This is an optimization exercise on Yosys and OpenROAD, whose aim is small area, a short achievable clock period and few clock cycles per item, not a production implementation. In this exercise RTL edits were held to simulation tests only and were not proved equivalent to the original. Power figures rest on the tool's default switching activity, not on a simulated workload.

==> inputs of ember <==
==> flow/design.v (excerpt) <==
module shay_core (
    input  wire        clk,
    input  wire        rst,
    input  wire        cmd_valid,
    output wire        cmd_ready,
    input  wire [15:0] cmd,
    output wire        rsp_valid,
    input  wire        rsp_ready,
    output wire        rsp_ok,
    output wire [31:0] rsp_data,
    output wire [20:0] status
);
    localparam [1:0] S_IDLE = 2'd0,
                     S_RUN  = 2'd1,
                     S_FOLD = 2'd2,
                     S_LOAD = 2'd3;
    localparam [1:0] M_ACTIVE = 2'd0,
                     M_DONE   = 2'd1,
                     M_ERROR  = 2'd2;
    localparam [1:0] C_ILLEGAL  = 2'd1,
                     C_SEQUENCE = 2'd2,
                     C_TOOLARGE = 2'd3;
    localparam [31:0] IV0 = 32'h243F6A88, IV1 = 32'hB7E15162, IV2 = 32'h6A09E667,
                      IV3 = 32'hBB67AE85, IV4 = 32'h3C6EF372;
    reg [31:0] h0, h1, h2, h3, h4;    
    reg [31:0] a, b, c, d, e;         
  ...
Settings: LEC_CHECK=0, CAP_MARGIN=20, CORE_MARGIN=2, CORE_UTILIZATION=55, CTS_CLUSTER_DIAMETER=90, CTS_CLUSTER_SIZE=25, PLACE_DENSITY=0.7, SLEW_MARGIN=20, SYNTH_HIERARCHICAL=1, SYNTH_MINIMUM_KEEP_SIZE=0; clock period 15.0 ns.
standard.sh (not shown) runs the stock make flow with config.mk's settings and CLKGATE_MAP_FILE= SYNTH_SCRIPT=/design/flow/synth_recipe.tcl, a recipe that flattens the netlist after the stock synthesis.
==> flow/flow/run.sh <==
#!/bin/bash
# Standard ORFS layout (standard.sh) with a tighter setup repair target:
# repair_timing aims for 8.5 ns of setup slack at the design's 15 ns clock.
set -euo pipefail
bash standard.sh SETUP_SLACK_MARGIN=8.5 finish > flow_standard.log 2>&1
==> indigo (differences from ember) <==
--- a/flow/design.v
+++ b/flow/design.v
@@ -38,10 +38,12 @@
     reg [15:0] tval;
     reg        rspv;
     reg        rspok;
     reg [3:0]  widx;
     reg        hrd;                   
+    reg        init_d;                
+    reg        abs_d;                 
     reg [31:0] rspd;
     reg        rhex;                  
     reg [3:0]  rnv;                   
     wire [5:0] bp = lenb[5:0];        
     wire [2:0] gq = bp[5:3];          
@@ -257,10 +259,12 @@
             tval  <= 16'd0;
             rspv  <= 1'b0;
             rspok <= 1'b0;
             widx  <= 4'd0;
             hrd   <= 1'b0;
+            init_d <= 1'b0;
+            abs_d  <= 1'b0;
             rspd  <= 32'd0;
             rhex  <= 1'b0;
             rnv   <= 4'd0;
         end else begin
             if (rspv && rsp_ready)
@@ -320,19 +324,15 @@
                     mode  <= M_ERROR;
                     cause <= fault_cause;
                     tval  <= cmd;
                 end
                 if (do_init) begin
-                    h0 <= IV0; h1 <= IV1; h2 <= IV2; h3 <= IV3; h4 <= IV4;
-                    a  <= IV0; b  <= IV1; c  <= IV2; d  <= IV3; e  <= IV4;
-                    lenb <= 61'd0;
-                    nblk <= 6'd0;
-                    mode <= M_ACTIVE;
-                    seq  <= S_IDLE;
+                    mode   <= M_ACTIVE;
+                    init_d <= 1'b1;
                 end
                 if (do_absorb)
-                    lenb <= lenb + 61'd1;
+                    abs_d <= 1'b1;
                 if (start_blk) begin
                     pend <= 1'b1;
                     if (seq == S_IDLE)
                         seq <= S_LOAD;
                 end
@@ -344,10 +344,22 @@
                     rspv <= 1'b0;
                     hold <= 1'b1;
                     hrd  <= do_rdh;
                 end
             end
+            if (init_d) begin
+                h0 <= IV0; h1 <= IV1; h2 <= IV2; h3 <= IV3; h4 <= IV4;
+                a  <= IV0; b  <= IV1; c  <= IV2; d  <= IV3; e  <= IV4;
+                lenb   <= 61'd0;
+                nblk   <= 6'd0;
+                seq    <= S_IDLE;
+                init_d <= 1'b0;
+            end
+            if (abs_d) begin
+                lenb  <= lenb + 61'd1;
+                abs_d <= 1'b0;
+            end
         end
     end
 endmodule
 module shay_add32 (
     input  wire [31:0] x,
- CTS_CLUSTER_DIAMETER: 90 -> 80
- CTS_CLUSTER_SIZE: 25 -> 20
==> comparison table <==
|  | indigo | ember |
|---|---|---|
| Placed cells | 9,418 | 9,031 |
| Post-CTS setup-driven buffer insertion count | 24 | 20 |
| Time the final worst path needs with I/O delays and setup | 6.52 ns | 6.61 ns |
| Count of unique library cells instantiated by Yosys | 115 | 106 |
| Area taken by multi-input logic gates | 39,700 um^2 | 38,200 um^2 |
| Number of antenna violations at the first check in global routing | 14 | 10 |
| Number of well-tap cells placed | 1,890 | 1,876 |
| Synth Cell Area | 78,700 um^2 | 77,000 um^2 |
| Routed length on met2 | 121 mm | 107 mm |
| Power density relative to cell area | 89.1 nW/um^2 | 86.7 nW/um^2 |
| Vertical extent of the die | 382 um | 378 um |
| Die area | 146,000 um^2 | 143,000 um^2 |
| DR vias | 61,700 | 58,300 |
| Status | no timing/DRC/antenna violations | no timing/DRC/antenna violations |
| Source of the worst hold timing path | w[7][7] | w[6][9] |
| Area share of buffers outside the clock network | 0.0314 | 0.0284 |
| Number of cells in the finished layout apart from fillers | 9,679 | 9,237 |
| Portion of netlist area occupied by mux cells | 0.112 | 0.114 |
| Reg-to-reg critical path startpoint | a[8] | a[27] |
Testbench counts of ember, summed over its fixed seeds: cycles 42,822, bytes 13,260.
Testbench counts of indigo, summed over its fixed seeds: cycles 42,822, bytes 13,260.

* * *

==> v30: inputs <==
==> flow/design.v <==
module shay_core (
    input  wire        clk,
    input  wire        rst,
    input  wire        cmd_valid,
    output wire        cmd_ready,
    input  wire [15:0] cmd,
    output wire        rsp_valid,
    input  wire        rsp_ready,
    output wire        rsp_ok,
    output wire [31:0] rsp_data,
    output wire [20:0] status
);
    localparam [1:0] S_IDLE = 2'd0,
                     S_RUN  = 2'd1,
                     S_FOLD = 2'd2,
                     S_LOAD = 2'd3;
    localparam [1:0] M_ACTIVE = 2'd0,
                     M_DONE   = 2'd1,
                     M_ERROR  = 2'd2;
    localparam [1:0] C_ILLEGAL  = 2'd1,
                     C_SEQUENCE = 2'd2,
                     C_TOOLARGE = 2'd3;
    localparam [31:0] IV0 = 32'h243F6A88, IV1 = 32'hB7E15162, IV2 = 32'h6A09E667,
                      IV3 = 32'hBB67AE85, IV4 = 32'h3C6EF372;
    reg [31:0] h0, h1, h2, h3, h4;    
    reg [31:0] a, b, c, d, e;         
    reg [31:0] w [0:15];              
    reg [7:0]  bb [0:63];             
    reg [60:0] lenb;                  
    reg [5:0]  nblk;                  
    reg [1:0]  seq;
    reg [6:0]  rc;                    
    reg        pend;                  
    reg        fin2;                  
    reg        hold;                  
    reg [1:0]  mode;
    reg [1:0]  cause;
    reg [15:0] tval;
    reg        rspv;
    reg        rspok;
    reg [3:0]  widx;
    reg        hrd;                   
    reg [31:0] rspd;
    reg        rhex;                  
    reg [2:0]  rnib;                  
    wire [5:0] bp = lenb[5:0];        
    wire [2:0] gq = bp[5:3];          
    wire busy = rspv || hold || pend;
    assign cmd_ready = !busy && !rst;
    assign rsp_valid = rspv;
    assign rsp_ok    = rspok;
    assign status    = {tval, cause, mode, busy};
    wire [3:0] op   = cmd[15:12];
    wire [3:0] rz   = cmd[11:8];
    wire [7:0] imm8 = cmd[7:0];
    wire rz0  = (rz == 4'd0);
    wire imm0 = (imm8 == 8'd0);
    wire is_init   = rz0 && (op == 4'h1) && imm0;
    wire is_absorb = rz0 && (op == 4'h2);
    wire is_final  = rz0 && (op == 4'h3) && imm0;
    wire is_rdhex  = rz0 && (op == 4'h4) && (imm8 <= 8'd103);
    wire is_rdh    = rz0 && (op == 4'h5) && (imm8 <= 8'd12);
    wire is_legal  = is_init || is_absorb || is_final || is_rdhex || is_rdh;
    wire accept = cmd_valid && cmd_ready;
    wire in_error   = (mode == M_ERROR);
    wire m_active   = (mode == M_ACTIVE);
    wire m_done     = (mode == M_DONE);
    wire abs_ok     = m_active && !(&lenb);    
    wire flt_illeg  = !is_legal;
    wire flt_seq    = ((is_absorb || is_final) && m_done) || (is_rdhex && m_active);
    wire [1:0] fault_cause = flt_illeg ? C_ILLEGAL : (flt_seq ? C_SEQUENCE : C_TOOLARGE);
    wire go        = accept && !in_error;
    wire do_init   = go && is_init;
    wire do_absorb = go && abs_ok && is_absorb;
    wire do_final  = go && m_active && is_final;
    wire do_rdhex  = go && m_done && is_rdhex;
    wire do_rdh    = go && is_rdh;
    wire do_cmd    = do_init || do_absorb || do_final || do_rdhex || do_rdh;
    wire fault     = go && !do_cmd;
    wire       rel_rdh = hold && !pend && (seq == S_IDLE);    
    wire       op_hex  = !rel_rdh && (op == 4'h4);
    wire [3:0] sidx    = rel_rdh ? widx : (op_hex ? {1'b0, imm8[6:3]} : imm8[3:0]);
    wire       rsp_g   = rel_rdh || do_rdh || do_rdhex;
    reg [31:0] ivk;
    always @(*) begin
        case (sidx)
            4'd5:    ivk = 32'hB17217F7;
            4'd6:    ivk = 32'h193EA7AA;
            4'd7:    ivk = 32'h9C041F7E;
            4'd8:    ivk = 32'h9E3779B9;
            4'd9:    ivk = 32'hC5BF891B;
            4'd10:   ivk = 32'hE2DFC48D;
            4'd11:   ivk = 32'h544FA6D4;
            default: ivk = 32'h52C72113;
        endcase
    end
    reg [31:0] hword;
    always @(*) begin
        case (sidx)
            4'd0:    hword = h0;
            4'd1:    hword = h1;
            4'd2:    hword = h2;
            4'd3:    hword = h3;
            4'd4:    hword = h4;
            default: hword = ivk << nblk;
        endcase
    end
    wire [31:0] rsp_val = hword & {32{rsp_g}};
    wire [3:0] hex_nib  = rspd[(7 - rnib) * 4 +: 4];
    wire [7:0] hex_char = (hex_nib <= 4'd9) ? (8'h30 + {4'd0, hex_nib})
                                            : (8'h57 + {4'd0, hex_nib});
    assign rsp_data = rhex ? {24'd0, hex_char} : rspd;
    function [31:0] mix_5_7(input [31:0] n);
        mix_5_7 = {n[26:0], n[31:27]} | (n >> 7) | (n << 7);
    endfunction
    function [31:0] mix_30_2(input [31:0] n);
        mix_30_2 = {n[1:0], n[31:2]} | (n >> 2) | (n << 2);
    endfunction
    function [31:0] mix_1_3(input [31:0] n);
        mix_1_3 = {n[30:0], n[31]} | (n >> 3) | (n << 3);
    endfunction
    function [31:0] fsel(input p1, input p2, input [31:0] x, input [31:0] y, input [31:0] z);
        fsel = p1 ? ((x & y) | (~x & z)) :
               p2 ? (x ^ y ^ z) :
                    ((x & y) | (x & z) | (y & z));
    endfunction
    function [31:0] kconst(input [6:0] r, input lsb);
        kconst = ((r < 7'd40) ? 32'h5A827999 : (r < 7'd80) ? 32'h6ED9EBA1 : 32'h8F1BBCDC)
                 + {24'd0, r, lsb};
    endfunction
    reg ph1, ph2;
    always @(posedge clk) begin
        if (seq == S_RUN) begin
            ph1 <= (rc < 7'd39);
            ph2 <= (rc >= 7'd39) && (rc < 7'd79);
        end else begin
            ph1 <= 1'b1;
            ph2 <= 1'b0;
        end
    end
    reg  [31:0] p;
    reg  [31:0] k1;                   
    reg  [31:0] kp;                   
    wire [31:0] ma  = mix_5_7(a);
    wire [31:0] mb  = mix_30_2(b);
    wire [31:0] mc  = mix_30_2(a);
    wire [31:0] t0;
    shay_add32 u_add_t0 (.x(ma), .y(p), .s(t0));
    wire [31:0] f1  = fsel(ph1, ph2, a, mb, c);
    wire [31:0] s1  = f1 ^ d ^ k1;
    wire [31:0] c1  = ((f1 & d) | (f1 & k1) | (d & k1)) << 1;
    wire [31:0] s2  = s1 ^ c1 ^ w[1];
    wire [31:0] c2  = ((s1 & c1) | (s1 & w[1]) | (c1 & w[1])) << 1;
    wire [31:0] m0  = mix_5_7(t0);
    wire [31:0] s3  = s2 ^ c2 ^ m0;
    wire [31:0] c3  = ((s2 & c2) | (s2 & m0) | (c2 & m0)) << 1;
    wire [31:0] t1;
    shay_add32 u_add_t1 (.x(s3), .y(c3), .s(t1));
    wire        run = (seq == S_RUN);
    wire        np1 = run ? (rc < 7'd39) : 1'b1;
    wire        np2 = run && (rc >= 7'd39) && (rc < 7'd79);
    wire [31:0] pf  = run ? fsel(np1, np2, t0, mc, mb) : fsel(1'b1, 1'b0, b, c, d);
    wire [31:0] pe  = run ? c : e;
    wire [31:0] pw  = run ? w[2] : {bb[0], bb[1], bb[2], bb[3]};
    wire [31:0] pk  = run ? kp : 32'h5A827999;
    wire [31:0] ps1 = pe ^ pw ^ pk;
    wire [31:0] pc1 = ((pe & pw) | (pe & pk) | (pw & pk)) << 1;
    wire [31:0] ps2 = ps1 ^ pc1 ^ pf;
    wire [31:0] pc2 = ((ps1 & pc1) | (ps1 & pf) | (pc1 & pf)) << 1;
    wire [31:0] pn;
    shay_add32 u_add_p (.x(ps2), .y(pc2), .s(pn));
    always @(posedge clk) begin
        p  <= pn;
        k1 <= run ? kconst(rc + 7'd1, 1'b1) : 32'h5A82799A;
        kp <= run ? kconst(rc + 7'd2, 1'b0) : 32'h5A82799B;
    end
    wire [31:0] fsum = h0 + a;
    wire [31:0] wn0 = mix_1_3(w[13] ^ w[8] ^ w[2] ^ w[0]);
    wire [31:0] wn1 = mix_1_3(w[14] ^ w[9] ^ w[3] ^ w[1]);
    integer i;
    genvar g;
    always @(posedge clk) begin
        if (run) begin
            for (i = 0; i < 14; i = i + 1)
                w[i] <= w[i + 2];
            w[14] <= wn0;
            w[15] <= wn1;
        end else begin
            for (i = 0; i < 16; i = i + 1)
                w[i] <= {bb[4*i], bb[4*i+1], bb[4*i+2], bb[4*i+3]};
        end
    end
    wire [63:0] len   = {lenb, 3'b000};
    wire        load  = (seq == S_LOAD);
    wire        lenb2 = load && fin2;           
    generate
        for (g = 0; g < 64; g = g + 1) begin : g_bb
            wire [7:0] lbyte = (g >= 56) ? len[(63 - g) * 8 +: 8] : 8'h00;
            wire [7:0] pbyte = (g == bp) ? 8'h80 : ((gq != 3'd7) ? lbyte : 8'h00);
            wire [7:0] dbyte = lenb2 ? lbyte : (op[0] ? pbyte : imm8);
            wire       we    = lenb2 || (do_absorb && (bp == g)) || (do_final && (g >= bp));
            always @(posedge clk)
                if (we)
                    bb[g] <= dbyte;
        end
    endgenerate
    wire start_blk = (do_absorb && (bp == 6'd63)) || do_final;
    always @(posedge clk) begin
        if (rst) begin
            h0 <= IV0; h1 <= IV1; h2 <= IV2; h3 <= IV3; h4 <= IV4;
            a  <= IV0; b  <= IV1; c  <= IV2; d  <= IV3; e  <= IV4;
            lenb  <= 61'd0;
            nblk  <= 6'd0;
            seq   <= S_IDLE;
            rc    <= 7'd0;
            pend  <= 1'b0;
            fin2  <= 1'b0;
            hold  <= 1'b0;
            mode  <= M_ACTIVE;
            cause <= 2'd0;
            tval  <= 16'd0;
            rspv  <= 1'b0;
            rspok <= 1'b0;
            widx  <= 4'd0;
            hrd   <= 1'b0;
            rspd  <= 32'd0;
            rhex  <= 1'b0;
            rnib  <= 3'd0;
        end else begin
            if (rspv && rsp_ready)
                rspv <= 1'b0;
            case (seq)
                S_IDLE: begin
                    if (pend)
                        seq <= S_LOAD;
                end
                S_LOAD: begin
                    seq  <= S_RUN;
                    rc   <= 7'd0;
                    pend <= fin2;
                    fin2 <= 1'b0;
                end
                S_RUN: begin
                    a <= t1;
                    b <= t0;
                    c <= mc;
                    d <= mb;
                    e <= c;
                    if (rc == 7'd119) begin
                        seq <= S_FOLD;
                        rc  <= 7'd0;
                    end else
                        rc <= rc + 7'd1;
                end
                default: begin  
                    h0 <= h1; h1 <= h2; h2 <= h3; h3 <= h4; h4 <= fsum;
                    a  <= b;  b  <= c;  c  <= d;  d  <= e;  e  <= fsum;
                    rc <= rc + 7'd1;
                    if (rc[2]) begin
                        if (!nblk[5])
                            nblk <= nblk + 6'd1;
                        seq <= pend ? S_LOAD : S_IDLE;
                        if (hold && !pend && !hrd) begin
                            hold <= 1'b0;
                            rspv <= 1'b1;
                        end
                    end
                end
            endcase
            if (rel_rdh) begin
                hold <= 1'b0;
                rspv <= 1'b1;
                rspd <= rsp_val;
                rhex <= 1'b0;
            end
            if (accept) begin
                rspd  <= rsp_val;
                rhex  <= do_rdhex;
                rnib  <= imm8[2:0];
                rspv  <= 1'b1;
                rspok <= do_cmd;
                widx  <= imm8[3:0];
                if (fault) begin
                    mode  <= M_ERROR;
                    cause <= fault_cause;
                    tval  <= cmd;
                end
                if (do_init) begin
                    h0 <= IV0; h1 <= IV1; h2 <= IV2; h3 <= IV3; h4 <= IV4;
                    a  <= IV0; b  <= IV1; c  <= IV2; d  <= IV3; e  <= IV4;
                    lenb <= 61'd0;
                    nblk <= 6'd0;
                    mode <= M_ACTIVE;
                    seq  <= S_IDLE;
                end
                if (do_absorb)
                    lenb <= lenb + 61'd1;
                if (start_blk) begin
                    pend <= 1'b1;
                    if (seq == S_IDLE)
                        seq <= S_LOAD;
                end
                if (do_final) begin
                    mode <= M_DONE;
                    fin2 <= (gq == 3'd7);
                end
                if (do_final || (do_rdh && seq != S_IDLE)) begin
                    rspv <= 1'b0;
                    hold <= 1'b1;
                    hrd  <= do_rdh;
                end
            end
        end
    end
endmodule
module shay_add32 (
    input  wire [31:0] x,
    input  wire [31:0] y,
    output wire [31:0] s
);
    assign s = x + y;
endmodule
==> flow/flow/run.sh <==
#!/bin/bash
# Standard ORFS layout (standard.sh) with a tighter setup repair target:
# repair_timing aims for 8.5 ns of setup slack at the design's 15 ns clock.
set -euo pipefail
bash standard.sh SETUP_SLACK_MARGIN=8.5 finish > flow_standard.log 2>&1
==> flow/standard.sh <==
#!/bin/bash
# synth_recipe.tcl (not shown) runs the flow's synth.tcl, then flattens the netlist and writes it again
# the make line also repeats each setting of config.mk as NAME=value (left out here)
make -C /OpenROAD-flow-scripts/flow DESIGN_CONFIG=/design/flow/config.mk WORK_HOME=/design/flow/orfs CLKGATE_MAP_FILE= SYNTH_SCRIPT=/design/flow/synth_recipe.tcl "${@:-finish}"
==> flow/config.mk <==
export PLATFORM = sky130hd
export DESIGN_NAME = shay_core
export DESIGN_NICKNAME = shay_core
export VERILOG_FILES = /design/flow/design.v
export SDC_FILE = /design/flow/constraint.sdc
export NUM_CORES = 4
export LEC_CHECK = 0
export CAP_MARGIN = 20
export CORE_MARGIN = 2
export CORE_UTILIZATION = 55
export CTS_CLUSTER_DIAMETER = 80
export CTS_CLUSTER_SIZE = 20
export PLACE_DENSITY = 0.7
export SLEW_MARGIN = 20
export SYNTH_HIERARCHICAL = 1
export SYNTH_MINIMUM_KEEP_SIZE = 0
==> flow/constraint.sdc <==
create_clock -name core_clock -period 15.0 [get_ports {clk}]
set_input_delay 3.0000 -clock core_clock [delete_from_list [all_inputs] [get_ports {clk}]]
set_output_delay 3.0000 -clock core_clock [all_outputs]
set_load 0.01 [all_outputs]
==> v9 (differences from v30) <==
--- a/flow/design.v
+++ b/flow/design.v
@@ -55,9 +55,7 @@
     wire [7:0] imm8 = cmd[7:0];
-    wire rz0  = (rz == 4'd0);
-    wire imm0 = (imm8 == 8'd0);
-    wire is_init   = rz0 && (op == 4'h1) && imm0;
-    wire is_absorb = rz0 && (op == 4'h2);
-    wire is_final  = rz0 && (op == 4'h3) && imm0;
-    wire is_rdhex  = rz0 && (op == 4'h4) && (imm8 <= 8'd103);
-    wire is_rdh    = rz0 && (op == 4'h5) && (imm8 <= 8'd12);
+    wire is_init   = (rz == 4'd0) && (op == 4'h1) && (imm8 == 8'd0);
+    wire is_absorb = (rz == 4'd0) && (op == 4'h2);
+    wire is_final  = (rz == 4'd0) && (op == 4'h3) && (imm8 == 8'd0);
+    wire is_rdhex  = (rz == 4'd0) && (op == 4'h4) && (imm8 <= 8'd103);
+    wire is_rdh    = (rz == 4'd0) && (op == 4'h5) && (imm8 <= 8'd12);
     wire is_legal  = is_init || is_absorb || is_final || is_rdhex || is_rdh;
@@ -65,16 +63,14 @@
     wire in_error   = (mode == M_ERROR);
-    wire m_active   = (mode == M_ACTIVE);
-    wire m_done     = (mode == M_DONE);
-    wire abs_ok     = m_active && !(&lenb);    
     wire flt_illeg  = !is_legal;
-    wire flt_seq    = ((is_absorb || is_final) && m_done) || (is_rdhex && m_active);
+    wire flt_seq    = ((is_absorb || is_final) && (mode == M_DONE)) ||
+                      (is_rdhex && (mode == M_ACTIVE));
+    wire flt_large  = is_absorb && (&lenb);
+    wire fault      = !in_error && (flt_illeg || flt_seq || flt_large);
     wire [1:0] fault_cause = flt_illeg ? C_ILLEGAL : (flt_seq ? C_SEQUENCE : C_TOOLARGE);
-    wire go        = accept && !in_error;
-    wire do_init   = go && is_init;
-    wire do_absorb = go && abs_ok && is_absorb;
-    wire do_final  = go && m_active && is_final;
-    wire do_rdhex  = go && m_done && is_rdhex;
-    wire do_rdh    = go && is_rdh;
-    wire do_cmd    = do_init || do_absorb || do_final || do_rdhex || do_rdh;
-    wire fault     = go && !do_cmd;
+    wire do_cmd    = accept && !in_error && !fault;
+    wire do_init   = do_cmd && is_init;
+    wire do_absorb = do_cmd && is_absorb;
+    wire do_final  = do_cmd && is_final;
+    wire do_rdhex  = do_cmd && is_rdhex;
+    wire do_rdh    = do_cmd && is_rdh;
     wire       rel_rdh = hold && !pend && (seq == S_IDLE);    
@@ -142,3 +138,2 @@
     reg  [31:0] k1;                   
-    reg  [31:0] kp;                   
     wire [31:0] ma  = mix_5_7(a);
@@ -164,3 +159,3 @@
     wire [31:0] pw  = run ? w[2] : {bb[0], bb[1], bb[2], bb[3]};
-    wire [31:0] pk  = run ? kp : 32'h5A827999;
+    wire [31:0] pk  = run ? kconst(rc + 7'd1, 1'b0) : 32'h5A827999;
     wire [31:0] ps1 = pe ^ pw ^ pk;
@@ -174,3 +169,2 @@
         k1 <= run ? kconst(rc + 7'd1, 1'b1) : 32'h5A82799A;
-        kp <= run ? kconst(rc + 7'd2, 1'b0) : 32'h5A82799B;
     end
@@ -197,9 +191,19 @@
         for (g = 0; g < 64; g = g + 1) begin : g_bb
-            wire [7:0] lbyte = (g >= 56) ? len[(63 - g) * 8 +: 8] : 8'h00;
-            wire [7:0] pbyte = (g == bp) ? 8'h80 : ((gq != 3'd7) ? lbyte : 8'h00);
-            wire [7:0] dbyte = lenb2 ? lbyte : (op[0] ? pbyte : imm8);
-            wire       we    = lenb2 || (do_absorb && (bp == g)) || (do_final && (g >= bp));
-            always @(posedge clk)
-                if (we)
-                    bb[g] <= dbyte;
+            always @(posedge clk) begin
+                if (do_absorb && (bp == g))
+                    bb[g] <= imm8;
+                else if (do_final && (g >= bp)) begin
+                    if (g == bp)
+                        bb[g] <= 8'h80;
+                    else if ((g >= 56) && (gq != 3'd7))
+                        bb[g] <= len[(63 - g) * 8 +: 8];
+                    else
+                        bb[g] <= 8'h00;
+                end else if (lenb2) begin
+                    if (g >= 56)
+                        bb[g] <= len[(63 - g) * 8 +: 8];
+                    else
+                        bb[g] <= 8'h00;
+                end
+            end
         end
--- a/flow/config.mk
+++ b/flow/config.mk
@@ -9,6 +9,3 @@
 export CORE_MARGIN = 2
-export CORE_UTILIZATION = 55
-export CTS_CLUSTER_DIAMETER = 80
-export CTS_CLUSTER_SIZE = 20
-export PLACE_DENSITY = 0.7
+export CORE_UTILIZATION = 30
 export SLEW_MARGIN = 20
==> v39 (differences from v30) <==
--- a/flow/config.mk
+++ b/flow/config.mk
@@ -9,6 +9,5 @@
 export CORE_MARGIN = 2
-export CORE_UTILIZATION = 55
+export CORE_UTILIZATION = 45
 export CTS_CLUSTER_DIAMETER = 80
 export CTS_CLUSTER_SIZE = 20
-export PLACE_DENSITY = 0.7
 export SLEW_MARGIN = 20
==> v34 (differences from v30) <==
--- a/flow/design.v
+++ b/flow/design.v
@@ -42,8 +42,11 @@
     reg        hrd;                   
+    reg        init_d;                
+    reg        abs_d;                 
     reg [31:0] rspd;
     reg        rhex;                  
-    reg [2:0]  rnib;                  
+    reg [3:0]  rnv;                   
     wire [5:0] bp = lenb[5:0];        
     wire [2:0] gq = bp[5:3];          
-    wire busy = rspv || hold || pend;
+    reg  busy_r;
+    wire busy = busy_r;
     assign cmd_ready = !busy && !rst;
@@ -108,3 +111,4 @@
     wire [31:0] rsp_val = hword & {32{rsp_g}};
-    wire [3:0] hex_nib  = rspd[(7 - rnib) * 4 +: 4];
+    wire [3:0]  nib_val = hword[(7 - imm8[2:0]) * 4 +: 4];
+    wire [3:0] hex_nib  = rnv;
     wire [7:0] hex_char = (hex_nib <= 4'd9) ? (8'h30 + {4'd0, hex_nib})
@@ -207,2 +211,36 @@
     wire start_blk = (do_absorb && (bp == 6'd63)) || do_final;
+    reg rspv_n, hold_n, pend_n;
+    always @(*) begin
+        rspv_n = rspv;
+        hold_n = hold;
+        pend_n = pend;
+        if (rspv && rsp_ready)
+            rspv_n = 1'b0;
+        if (seq == S_LOAD)
+            pend_n = fin2;
+        if (seq == S_FOLD && rc[2] && hold && !pend && !hrd) begin
+            hold_n = 1'b0;
+            rspv_n = 1'b1;
+        end
+        if (rel_rdh) begin
+            hold_n = 1'b0;
+            rspv_n = 1'b1;
+        end
+        if (accept) begin
+            rspv_n = 1'b1;
+            if (start_blk)
+                pend_n = 1'b1;
+            if (do_final || (do_rdh && seq != S_IDLE)) begin
+                rspv_n = 1'b0;
+                hold_n = 1'b1;
+            end
+        end
+        if (rst) begin
+            rspv_n = 1'b0;
+            hold_n = 1'b0;
+            pend_n = 1'b0;
+        end
+    end
+    always @(posedge clk)
+        busy_r <= rspv_n || hold_n || pend_n;
     always @(posedge clk) begin
@@ -225,5 +263,7 @@
             hrd   <= 1'b0;
+            init_d <= 1'b0;
+            abs_d  <= 1'b0;
             rspd  <= 32'd0;
             rhex  <= 1'b0;
-            rnib  <= 3'd0;
+            rnv   <= 4'd0;
         end else begin
@@ -278,3 +318,3 @@
                 rhex  <= do_rdhex;
-                rnib  <= imm8[2:0];
+                rnv   <= nib_val;
                 rspv  <= 1'b1;
@@ -288,11 +328,7 @@
                 if (do_init) begin
-                    h0 <= IV0; h1 <= IV1; h2 <= IV2; h3 <= IV3; h4 <= IV4;
-                    a  <= IV0; b  <= IV1; c  <= IV2; d  <= IV3; e  <= IV4;
-                    lenb <= 61'd0;
-                    nblk <= 6'd0;
-                    mode <= M_ACTIVE;
-                    seq  <= S_IDLE;
+                    mode   <= M_ACTIVE;
+                    init_d <= 1'b1;
                 end
                 if (do_absorb)
-                    lenb <= lenb + 61'd1;
+                    abs_d <= 1'b1;
                 if (start_blk) begin
@@ -312,2 +348,14 @@
             end
+            if (init_d) begin
+                h0 <= IV0; h1 <= IV1; h2 <= IV2; h3 <= IV3; h4 <= IV4;
+                a  <= IV0; b  <= IV1; c  <= IV2; d  <= IV3; e  <= IV4;
+                lenb   <= 61'd0;
+                nblk   <= 6'd0;
+                seq    <= S_IDLE;
+                init_d <= 1'b0;
+            end
+            if (abs_d) begin
+                lenb  <= lenb + 61'd1;
+                abs_d <= 1'b0;
+            end
         end
--- a/flow/config.mk
+++ b/flow/config.mk
@@ -9,6 +9,6 @@
 export CORE_MARGIN = 2
-export CORE_UTILIZATION = 55
-export CTS_CLUSTER_DIAMETER = 80
-export CTS_CLUSTER_SIZE = 20
-export PLACE_DENSITY = 0.7
+export CORE_UTILIZATION = 65
+export CTS_CLUSTER_DIAMETER = 90
+export CTS_CLUSTER_SIZE = 25
+export PLACE_DENSITY = 0.8
 export SLEW_MARGIN = 20
==> notes.md <==
Outcome: v30 complete, no violations; v9 complete, no violations; v39 complete, no violations; v34 complete, no violations
FILL cells: v30 11300; v9 26000; v39 15500; v34 8707
Worst setup path startpoint: v30 rst; v9 rst; v39 cmd[8]; v34 cmd[12]
Maximum number of pins on one net before global-route repair: v30 111; v9 173; v39 202; v34 219
Via/cell ratio: v30 6.34; v9 5.44; v39 6.00; v34 6.68
Met1 wire length: v30 105000 µm; v9 118000 µm; v39 115000 µm; v34 105000 µm
Wire length of the first global-routing pass: v30 375000 µm; v9 403000 µm; v39 390000 µm; v34 396000 µm
Total setup buffers inserted after CTS: v30 20; v9 27; v39 24; v34 26
Required time of the worst setup path: v30 12.00 ns; v9 12.00 ns; v39 15.48 ns; v34 15.62 ns
Max-Slew Margin vs Limit: v30 16.6%; v9 8.86%; v39 20.3%; v34 15.0%
Number of warning messages in the yosys log: v30 9; v9 65; v39 9; v34 9
First-iteration detailed-routing DRC count: v30 6482; v9 6873; v39 5982; v34 9054
Number of instances in the placed design: v30 8964; v9 10900; v39 9392; v34 9130
Initial core utilization: v30 55.5%; v9 30.2%; v39 45.2%; v34 65.6%
Pre-CTS worst setup slack: v30 7.24 ns; v9 6.57 ns; v39 7.30 ns; v34 7.26 ns
Ratio of cells with drive above 1 in the final layout: v30 14.7%; v9 15.4%; v39 15.2%; v34 13.6%
Worst stage delay on the critical path: v30 0.25 ns; v9 0.15 ns; v39 0.65 ns; v34 0.47 ns
Final worst-path cycle share: v30 44.3%; v9 43.2%; v39 43.5%; v34 43.1%
Testbench counts of v30, summed over its fixed seeds: cycles 42,822, bytes 13,260.
Testbench counts of v9, summed over its fixed seeds: cycles 42,822, bytes 13,260.
Testbench counts of v39, summed over its fixed seeds: cycles 42,822, bytes 13,260.
Testbench counts of v34, summed over its fixed seeds: cycles 42,822, bytes 13,260.

[port drivers added, routing unchanged]
The results above use ideal ports. As a check the final layouts listed here were re-extracted and re-timed, cells and wires unchanged.
Step 1 assumes that a clkbuf_16 drives the clock port and a buf_2 every other input.
Step 2 adds t to the input delays and takes it off the output delays; t is the mean of the earliest and latest rising clock arrival at the registers after step 1. Input paths then give back, and output paths get back, about the clock's delay inside the block.
a / b / c = no drivers / after step 1 / after step 2; a / b = the first two.
run | t, ns | slack for setup (ns) | worst setup path at the end | clock arrival spread, ns | slew at the worst register clock pin (ns)
ember | 0.810 | 8.389 / 8.445 / 7.635 | input to register | 0.044 / 0.044 | 0.11 / 0.11
indigo | 0.828 | 8.479 / 8.481 / 7.707 | input to register | 0.040 / 0.039 | 0.09 / 0.09
v30 | 0.837 | 8.354 / 8.306 / 7.795 | input to register | 0.053 / 0.053 | 0.09 / 0.09
v9 | 0.895 | 8.522 / 8.502 / 7.711 | input to register | 0.061 / 0.061 | 0.07 / 0.07
v39 | 0.859 | 8.478 / 8.436 / 7.685 | input to register | 0.064 / 0.064 | 0.09 / 0.09
v34 | 0.806 | 8.529 / 8.578 / 7.779 | input to register | 0.054 / 0.054 | 0.11 / 0.11
After both steps setup and hold are still met in every run listed. The setup slack of v9, which loses most, moves by -0.020 ns with the drivers and by -0.811 ns with both steps.
